Context: an optimization exercise on an open-source flow, tuned for small area. The choices shown serve that exercise and are no tape-out recipe. At most, simulation tests tie the RTL to the original design; equivalence was not proved. No driver is modelled on the clock port, so clocking that relies on it looks cheaper here than on a real chip. Power is estimated from default activity; no workload was simulated.

## sierra
==> flow/design.v (excerpt) <==
module crc32_engine (
    input  wire        clk,
    input  wire        rst,
    input  wire        cmd_valid,
    output wire        cmd_ready,
    input  wire [7:0]  cmd,
    input  wire [31:0] din,
    output wire [31:0] dout,
    output wire        err
);
export LEC_CHECK = 0
export CAP_MARGIN = 20
export CORE_MARGIN = 2
export CORE_UTILIZATION = 40
export SLEW_MARGIN = 20
export SYNTH_HIERARCHICAL = 1
export SYNTH_MEMORY_MAX_BITS = 65536
export SYNTH_MINIMUM_KEEP_SIZE = 0
create_clock -name core_clock -period 8.0 [get_ports {clk}]
standard.sh (not shown) runs the stock make flow with config.mk's settings and CLKGATE_MAP_FILE= SYNTH_SCRIPT=/design/flow/synth_recipe.tcl, a recipe that flattens the netlist after the stock synthesis.
==> flow/flow/run.sh <==
#!/bin/bash
# Layout: the standard flow (standard.sh), with these changes:
#  - after floorplan, every combinational cell is sized down to the smallest
#    cell of its function (flow/downsize.tcl); repair_design and
#    repair_timing size up again where needed;
#  - the port buffers are the smallest buffer (buf_1) instead of the
#    buffer_ports default;
#  - clock tree synthesis inserts no dummy load cells.
# Every input and output port still gets its own buffer. The output of the
# whole run goes to flow_run.log in this folder; ORFS keeps each step's log
# under orfs/logs/.
set -euo pipefail
here=$(pwd)
bash standard.sh \
  POST_FLOORPLAN_TCL="$here/flow/downsize.tcl" \
  BUFFER_PORTS_ARGS="-buffer_cell sky130_fd_sc_hd__buf_1" \
  CTS_ARGS="-sink_clustering_enable -repair_clock_nets -dont_use_dummy_load" \
  finish > flow_run.log 2>&1
==> flow/flow/downsize.tcl <==
# Hook run after floorplan (POST_FLOORPLAN_TCL): size every combinational
# cell down to the smallest cell of the same function (same name, lower
# drive). Later steps (repair_design, repair_timing) size up again where the
# slew, capacitance or timing limits call for it.
set db [ord::get_db]
set block [ord::get_db_block]
proc is_dont_use { name } {
  foreach pat $::env(DONT_USE_CELLS) {
    if { [string match $pat $name] } { return 1 }
  }
  return 0
}
set count 0
foreach inst [$block getInsts] {
  set master [$inst getMaster]
  set name [$master getName]
  if { ![regexp {^(sky130_fd_sc_hd__[a-z0-9]+)_([0-9]+)$} $name -> base size] } { continue }
  if { [regexp {df|dl|clk|tap|conb|fill|decap|diode} $base] } { continue }
  set best $name
  set best_area [expr { [$master getWidth] * [$master getHeight] }]
  foreach s { 0 1 2 4 } {
    set cand ${base}_$s
    if { $cand eq $name || [is_dont_use $cand] } { continue }
    set cm [$db findMaster $cand]
    if { $cm == "NULL" } { continue }
    set area [expr { [$cm getWidth] * [$cm getHeight] }]
    if { $area < $best_area } {
      set best $cand
      set best_area $area
    }
  }
  if { $best ne $name } {
    replace_cell [$inst getName] $best
    incr count
  }
}
puts "downsize.tcl: sized down $count cells"
sierra ran to completion and came out clean on the timing, design-rule and antenna checks.
#### Input delta (pepper over sierra)
diff --git a/flow/flow/run.sh b/flow/flow/run.sh
--- a/flow/flow/run.sh
+++ b/flow/flow/run.sh
@@ -17 +17 @@
-  CTS_ARGS="-sink_clustering_enable -repair_clock_nets -dont_use_dummy_load" \
+  CTS_ARGS="-sink_clustering_enable -repair_clock_nets -dont_use_dummy_load -buf_list sky130_fd_sc_hd__clkbuf_16 -sink_clustering_size 80 -sink_clustering_max_diameter 500" \
[summary]
On worst hold slack, sierra and pepper are basically level. Re number of tapcells: no difference whatsoever between sierra and pepper. Diff sierra -> pepper: fraction of power consumed by the clock network saw an increase; power saw an increase. Leakage power figure: pepper higher than sierra.
## Diff of input files: garnet against pepper
diff --git a/flow/flow/run.sh b/flow/flow/run.sh
--- a/flow/flow/run.sh
+++ b/flow/flow/run.sh
@@ -8 +8,2 @@
-#  - clock tree synthesis inserts no dummy load cells.
+#  - clock tree synthesis uses clkbuf_4 and clkbuf_8 and inserts no dummy
+#    load cells.
@@ -17 +18 @@
-  CTS_ARGS="-sink_clustering_enable -repair_clock_nets -dont_use_dummy_load -buf_list sky130_fd_sc_hd__clkbuf_16 -sink_clustering_size 80 -sink_clustering_max_diameter 500" \
+  CTS_ARGS="-sink_clustering_enable -repair_clock_nets -dont_use_dummy_load -buf_list {sky130_fd_sc_hd__clkbuf_4 sky130_fd_sc_hd__clkbuf_8}" \
[summary]
- The shortest clock period the worst path allows after layout of garnet is lower than that of pepper.
- Compared with pepper, garnet shows a part of the total power dissipated in the clock network that is 9.6 points lower.
- Relative to pepper, the final instance area measured on garnet has decreased by a few percent.
- Looking at power, garnet sits 15% below pepper.
- Global-route usage came out lower on garnet than on pepper.
- Wire length reported by the detailed router (lower): garnet
- For garnet, the launching instance or port of the critical path was rst, unlike pepper, where it was cmd[4].
- Between pepper and garnet, the difference in largest net degree at the start of global routing is negligible.
- Clock latency of the later-clocked register in the worst-skew pair: garnet > pepper
- Diff garnet..pepper | cell count | unchanged
diff inputs: garnet => harbor
diff --git a/flow/flow/run.sh b/flow/flow/run.sh
--- a/flow/flow/run.sh
+++ b/flow/flow/run.sh
@@ -8,2 +8 @@
-#  - clock tree synthesis uses clkbuf_4 and clkbuf_8 and inserts no dummy
-#    load cells.
+#  - clock tree synthesis inserts no dummy load cells.
@@ -18 +17 @@
-  CTS_ARGS="-sink_clustering_enable -repair_clock_nets -dont_use_dummy_load -buf_list {sky130_fd_sc_hd__clkbuf_4 sky130_fd_sc_hd__clkbuf_8}" \
+  CTS_ARGS="-sink_clustering_enable -repair_clock_nets -dont_use_dummy_load -buf_list sky130_fd_sc_hd__clkbuf_8 -sink_clustering_size 40 -sink_clustering_max_diameter 200" \
Notes after the runs:
Looking at the reports, harbor completed the entire flow and the layout it produced met the timing, design-rule and antenna checks.
As far as number of slew-limit violations in the final report is concerned, garnet and harbor perform about the same.
As far as number of non-clock buffers in the layout goes, harbor and garnet are indistinguishable; the numbers are identical.
From garnet to harbor the numbers moved as follows: power consumed by sequential cells now sits at about the same level; worst setup slack after layout about even; utilization held; critical path depth about even; global-route usage flat.
Combinational power share essentially unchanged between harbor and garnet.
diff inputs: harbor => fjord
==> flow/flow/run.sh <==
#!/bin/bash
# Layout: the standard flow (standard.sh), with two changes:
#  - the port buffers are the smallest buffer (buf_1) instead of the
#    buffer_ports default;
#  - clock tree synthesis inserts no dummy load cells.
# Every input and output port still gets its own buffer. The output of the
# whole run goes to flow_run.log in this folder; ORFS keeps each step's log
# under orfs/logs/.
set -euo pipefail
bash standard.sh \
  BUFFER_PORTS_ARGS="-buffer_cell sky130_fd_sc_hd__buf_1" \
  CTS_ARGS="-sink_clustering_enable -repair_clock_nets -dont_use_dummy_load" \
  finish > flow_run.log 2>&1
removed: flow/flow/downsize.tcl
Largest driver fanout on the critical path: lower on harbor. Power: fjord draws more than harbor. Global-route usage for fjord: 0.49 points up relative to harbor. Summary — sequential share of cell area, fjord relative to harbor: lower, by 3.0 points. The run showing the smaller core utilization is harbor. Looking at final clock period utilization by the worst path, fjord sits 1.7 points lower than harbor does. | clock skew | lower: harbor |. Largest voltage drop on the vdd net on fjord is ahead of harbor.
No functional check of the RTL was part of any run of this note.

---

Another version of the RTL of crc32_engine (not shown whole).
Size in the first run: roughly 300 cells after synthesis, ~73 flip-flops.
clock: 8.0 ns
lec_check: 0
cap_margin: 20
core_margin: 2
core_utilization: 40
slew_margin: 20
synth_hierarchical: 1
synth_memory_max_bits: 65536
synth_minimum_keep_size: 0
==> flow/flow/run.sh <==
#!/bin/bash
# Layout: the standard flow (standard.sh), with these changes:
#  - after floorplan, every combinational cell is sized down to the smallest
#    cell of its function (flow/downsize.tcl); repair_design and
#    repair_timing size up again where needed;
#  - the port buffers are the smallest buffer (buf_1) instead of the
#    buffer_ports default;
#  - clock tree synthesis uses clkbuf_4, in clusters of at most 10 sinks,
#    and inserts no dummy load cells; after it, a clock buffer whose sinks
#    see too slow a slew is sized up (flow/clkfix.tcl).
# Every input and output port still gets its own buffer. The output of the
# whole run goes to flow_run.log in this folder; ORFS keeps each step's log
# under orfs/logs/.
set -euo pipefail
here=$(pwd)
bash standard.sh \
  POST_FLOORPLAN_TCL="$here/flow/downsize.tcl" \
  POST_CTS_TCL="$here/flow/clkfix.tcl" \
  BUFFER_PORTS_ARGS="-buffer_cell sky130_fd_sc_hd__buf_1" \
  CTS_ARGS="-sink_clustering_enable -repair_clock_nets -dont_use_dummy_load -buf_list sky130_fd_sc_hd__clkbuf_4 -sink_clustering_size 10" \
  finish > flow_run.log 2>&1
Other scripts of this flow, unchanged in this note and not shown: flow/flow/clkfix.tcl, flow/flow/downsize.tcl
Next try:
CORE_UTILIZATION = 75   (was 40)
The new run passed the timing, design-rule and antenna checks.
Routed wire length fell by 1.1%.
Sequential power hardly moves.
Final cell count decreases by 11%.
Synthesized area stays the same.
Utilization grows by 39 points.
Die area is lower by 45%.
Next try:
CORE_UTILIZATION = 60   (was 75)
Total power climbs by 2.4%.
Clock-buffer cell count is unchanged.
Core utilization fell by 17 points.
Sequential share of layout area went down by 0.53 points.
Die area came out higher by 24%.
Routed wire length decreases by 7.1%.
Clock skew stays flat.
Final cell count is higher by 4.7%.
Hold slack degrades by 0.0056 ns.
Final area rises by 1.3%.

---

## the reference run
The RTL this note starts from:
==> flow/design.v <==
module crc32_sbit #(
    parameter TAP = 1'b0
) (
    input  wire s,       
    input  wire s_up,    
    input  wire d,       
    input  wire p,       
    input  wire q,       
    input  wire dm,      
    input  wire fb,      
    output wire y
);
    wire keep = (p & s_up) | (q & s);
    assign y = keep ^ ((d & dm) | (fb & TAP));
endmodule
module crc32_dbit #(
    parameter TAP = 1'b0,
    parameter LD  = 1'b0
) (
    input  wire o,       
    input  wire o_up,    
    input  wire d,       
    input  wire p,       
    input  wire q,       
    input  wire ld,      
    input  wire fb,      
    output wire y
);
    wire keep = (p & o_up) | (q & o);
    assign y = (keep ^ (fb & TAP)) | (d & ld & LD);
endmodule
module crc32_engine (
    input  wire        clk,
    input  wire        rst,
    input  wire        cmd_valid,
    output wire        cmd_ready,
    input  wire [7:0]  cmd,
    input  wire [31:0] din,
    output wire [31:0] dout,
    output wire        err
);
    localparam [31:0] POLY = 32'hEDB88320;
    reg [31:0] sn;        
    reg [31:0] d_q;       
    reg        err_q;     
    reg        ready_q;
    reg [2:0]  op_q;      
    reg [4:0]  cnt_q;     
    wire [3:0] op  = cmd[7:4];
    wire [1:0] n   = cmd[1:0];
    wire legal = (op <= 4'h6) && (cmd[3:2] == 2'b00) &&
                 ((op == 4'h3) || (n == 2'b00));
    wire accept = cmd_valid && ready_q && !rst;
    wire acc_ok = accept && legal;
    wire is_init = (op == 4'h1);
    wire is_load = (op == 4'h2);
    wire is_upd  = (op == 4'h3);
    wire is_tab  = (op == 4'h6);
    wire is_long = (op >= 4'h2);       
    wire sh_s  = (op_q == 3'd2) || (op_q == 3'd3) ||
                 (op_q == 3'd4) || (op_q == 3'd5);
    wire crc_s = (op_q == 3'd3);
    wire inv_s = (op_q == 3'd2);
    wire sh_d  = op_q[2];
    wire crc_d = (op_q == 3'd6);
    wire fin   = op_q[0];
    wire last  = (cnt_q == 5'd31);
    wire       clr_s = rst || (acc_ok && (is_init || is_load));
    wire [3:0] dm;
    assign dm[0] = acc_ok && (is_load || is_upd);
    assign dm[1] = acc_ok && (is_load || (is_upd && n != 2'd0));
    assign dm[2] = acc_ok && (is_load || (is_upd && n[1]));
    assign dm[3] = acc_ok && (is_load || (is_upd && n == 2'd3));
    wire        fb_s    = crc_s && !sn[0] && !rst;
    wire        p_s     = sh_s && !rst;             
    wire        q_s     = !sh_s && !clr_s;          
    wire [31:0] sn_nxt  = {sn[0] ^ inv_s, sn[31:1]};
    wire [31:0] sn_d;
    genvar i;
    generate
        for (i = 0; i < 32; i = i + 1) begin : g_s
            crc32_sbit #(.TAP(i < 31 ? POLY[i] : 1'b0)) u_s (
                .s(sn[i]), .s_up(sn_nxt[i]), .d(din[i]), .p(p_s),
                .q(q_s), .dm(dm[i / 8]), .fb(fb_s), .y(sn_d[i]));
        end
    endgenerate
    always @(posedge clk)
        sn <= sn_d;
    wire        clr_d = rst || (acc_ok && is_tab);
    wire        ld_d  = acc_ok && is_tab;
    wire        fb_d  = crc_d && d_q[0] && !rst;
    wire        p_d   = sh_d && !rst;
    wire        q_d   = !sh_d && !clr_d;
    wire        d_in  = crc_d ? d_q[0] : (sn[0] ^ !fin);
    wire [31:0] d_nxt = {d_in, d_q[31:1]};
    wire [31:0] d_d;
    generate
        for (i = 0; i < 32; i = i + 1) begin : g_d
            crc32_dbit #(.TAP(i < 31 ? POLY[i] : 1'b0), .LD(i < 8 ? 1'b1 : 1'b0)) u_d (
                .o(d_q[i]), .o_up(d_nxt[i]), .d(din[i]), .p(p_d),
                .q(q_d), .ld(ld_d), .fb(fb_d), .y(d_d[i]));
        end
    endgenerate
    always @(posedge clk)
        d_q <= d_d;
    always @(posedge clk) begin
        if (rst) begin
            err_q   <= 1'b0;
            ready_q <= 1'b0;
            op_q    <= 3'd0;
        end else if (accept) begin
            if (!legal) err_q <= 1'b1;
            if (legal && is_long) begin
                ready_q <= 1'b0;
                op_q    <= op[2:0];
            end
        end else if (op_q == 3'd0 || last) begin
            ready_q <= 1'b1;
            op_q    <= 3'd0;
        end
    end
    always @(posedge clk)
        cnt_q <= accept ? {~n & {2{is_upd || is_tab}}, 3'b000} : cnt_q + 5'd1;
    assign cmd_ready = ready_q;
    assign dout      = d_q;
    assign err       = err_q;
endmodule
clock: 8.0 ns
lec_check: 0
cap_margin: 20
core_margin: 2
core_utilization: 40
slew_margin: 20
synth_hierarchical: 1
synth_memory_max_bits: 65536
synth_minimum_keep_size: 0
==> flow/flow/run.sh <==
#!/bin/bash
# Layout: the standard flow (standard.sh), with these changes:
#  - after floorplan, every combinational cell is sized down to the smallest
#    cell of its function (flow/downsize.tcl); repair_design and
#    repair_timing size up again where needed;
#  - the port buffers are the smallest buffer (buf_1) instead of the
#    buffer_ports default;
#  - clock tree synthesis inserts no dummy load cells.
# Every input and output port still gets its own buffer. The output of the
# whole run goes to flow_run.log in this folder; ORFS keeps each step's log
# under orfs/logs/.
set -euo pipefail
here=$(pwd)
bash standard.sh \
  POST_FLOORPLAN_TCL="$here/flow/downsize.tcl" \
  BUFFER_PORTS_ARGS="-buffer_cell sky130_fd_sc_hd__buf_1" \
  CTS_ARGS="-sink_clustering_enable -repair_clock_nets -dont_use_dummy_load -buf_list sky130_fd_sc_hd__clkbuf_8 -sink_clustering_size 30 -sink_clustering_max_diameter 200 -sink_clustering_levels 1" \
  finish > flow_run.log 2>&1
==> flow/flow/downsize.tcl <==
# Hook run after floorplan (POST_FLOORPLAN_TCL): size every combinational
# cell down to the smallest cell of the same function (same name, lower
# drive). Later steps (repair_design, repair_timing) size up again where the
# slew, capacitance or timing limits call for it.
set db [ord::get_db]
set block [ord::get_db_block]
proc is_dont_use { name } {
  foreach pat $::env(DONT_USE_CELLS) {
    if { [string match $pat $name] } { return 1 }
  }
  return 0
}
set count 0
foreach inst [$block getInsts] {
  set master [$inst getMaster]
  set name [$master getName]
  if { ![regexp {^(sky130_fd_sc_hd__[a-z0-9]+)_([0-9]+)$} $name -> base size] } { continue }
  if { [regexp {df|dl|clk|tap|conb|fill|decap|diode} $base] } { continue }
  set best $name
  set best_area [expr { [$master getWidth] * [$master getHeight] }]
  foreach s { 0 1 2 4 } {
    set cand ${base}_$s
    if { $cand eq $name || [is_dont_use $cand] } { continue }
    set cm [$db findMaster $cand]
    if { $cm == "NULL" } { continue }
    set area [expr { [$cm getWidth] * [$cm getHeight] }]
    if { $area < $best_area } {
      set best $cand
      set best_area $area
    }
  }
  if { $best ne $name } {
    replace_cell [$inst getName] $best
    incr count
  }
}
puts "downsize.tcl: sized down $count cells"
--- input diff the reference run..the trial run ---
--- a/flow/flow/run.sh
+++ b/flow/flow/run.sh
@@ -16,3 +16,3 @@
   BUFFER_PORTS_ARGS="-buffer_cell sky130_fd_sc_hd__buf_1" \
-  CTS_ARGS="-sink_clustering_enable -repair_clock_nets -dont_use_dummy_load -buf_list sky130_fd_sc_hd__clkbuf_8 -sink_clustering_size 30 -sink_clustering_max_diameter 200 -sink_clustering_levels 1" \
+  CTS_ARGS="-sink_clustering_enable -repair_clock_nets -dont_use_dummy_load -buf_list sky130_fd_sc_hd__clkbuf_4" \
   finish > flow_run.log 2>&1
==> comparison <==
The reference run -> the trial run: via density per instance flat. Cell leakage power in the trial run is 0.023 nW lower than in the reference run. Changes observed in the trial run relative to the reference run: final worst setup slack picked up an extra 0.051 ns; utilization of the core after routing lower. Max clock tree cell share of total cell area across the trial run and the reference run: the reference run. First-pass detailed-route iteration total on the trial run is down relative to the reference run. Measured against each other, the trial run and the reference run differ in synthesis-to-layout area growth, the higher figure coming from the reference run.
No functional check of the RTL was part of any run of this note.

separate check: timing with driven ports:
How much do the figures lean on ideal ports? The routed layouts below were timed once more, with nothing changed but the port constraints. Step 1 sets driving cells, clkbuf_16 on the clock port and buf_2 on the other inputs (assumed; they add their load-dependent delay and slew). Step 2 also shifts input and output timing later by t, the mid clock arrival at the registers, as if the neighbouring blocks saw the same clock. Three values: no drivers, after step 1, after step 2; two values: the first two.
| run | shift t [ns] | slack for setup (ns) | worst hold slack (ns) | worst slew at a driven data input, ns | pins driven straight from the clock port |
|---|---|---|---|---|---|
| sierra | 0.362 | 4.423 / 4.431 / 4.069 | 0.465 / 0.465 / 0.465 | 0.05 | 1 |
| pepper | 0.352 | 4.400 / 4.412 / 4.060 | 0.465 / 0.465 / 0.465 | 0.05 | 1 |
| garnet | 0.362 | 4.423 / 4.431 / 4.069 | 0.465 / 0.465 / 0.465 | 0.05 | 1 |
| harbor | 0.362 | 4.423 / 4.431 / 4.069 | 0.465 / 0.465 / 0.465 | 0.05 | 1 |
| fjord | 0.359 | 4.559 / 4.566 / 4.207 | 0.447 / 0.447 / 0.447 | 0.05 | 1 |
| the first run of note 2 | 0.355 | 4.238 / 4.250 / 3.895 | 0.461 / 0.461 / 0.461 | 0.05 | 1 |
| the second run of note 2 | 0.362 | 4.232 / 4.241 / 3.878 | 0.451 / 0.451 / 0.451 | 0.04 | 1 |
| the third run of note 2 | 0.365 | 4.254 / 4.262 / 3.897 | 0.446 / 0.446 / 0.446 | 0.03 | 1 |
| the reference run | 0.362 | 4.423 / 4.431 / 4.069 | 0.465 / 0.465 / 0.465 | 0.05 | 1 |
| the trial run | 0.419 | 4.474 / 4.481 / 4.061 | 0.476 / 0.476 / 0.476 | 0.05 | 1 |
After both steps every run listed still meets setup and hold. The setup slack of the trial run, which loses most, moves by +0.007 ns with the drivers and by -0.413 ns with both steps.
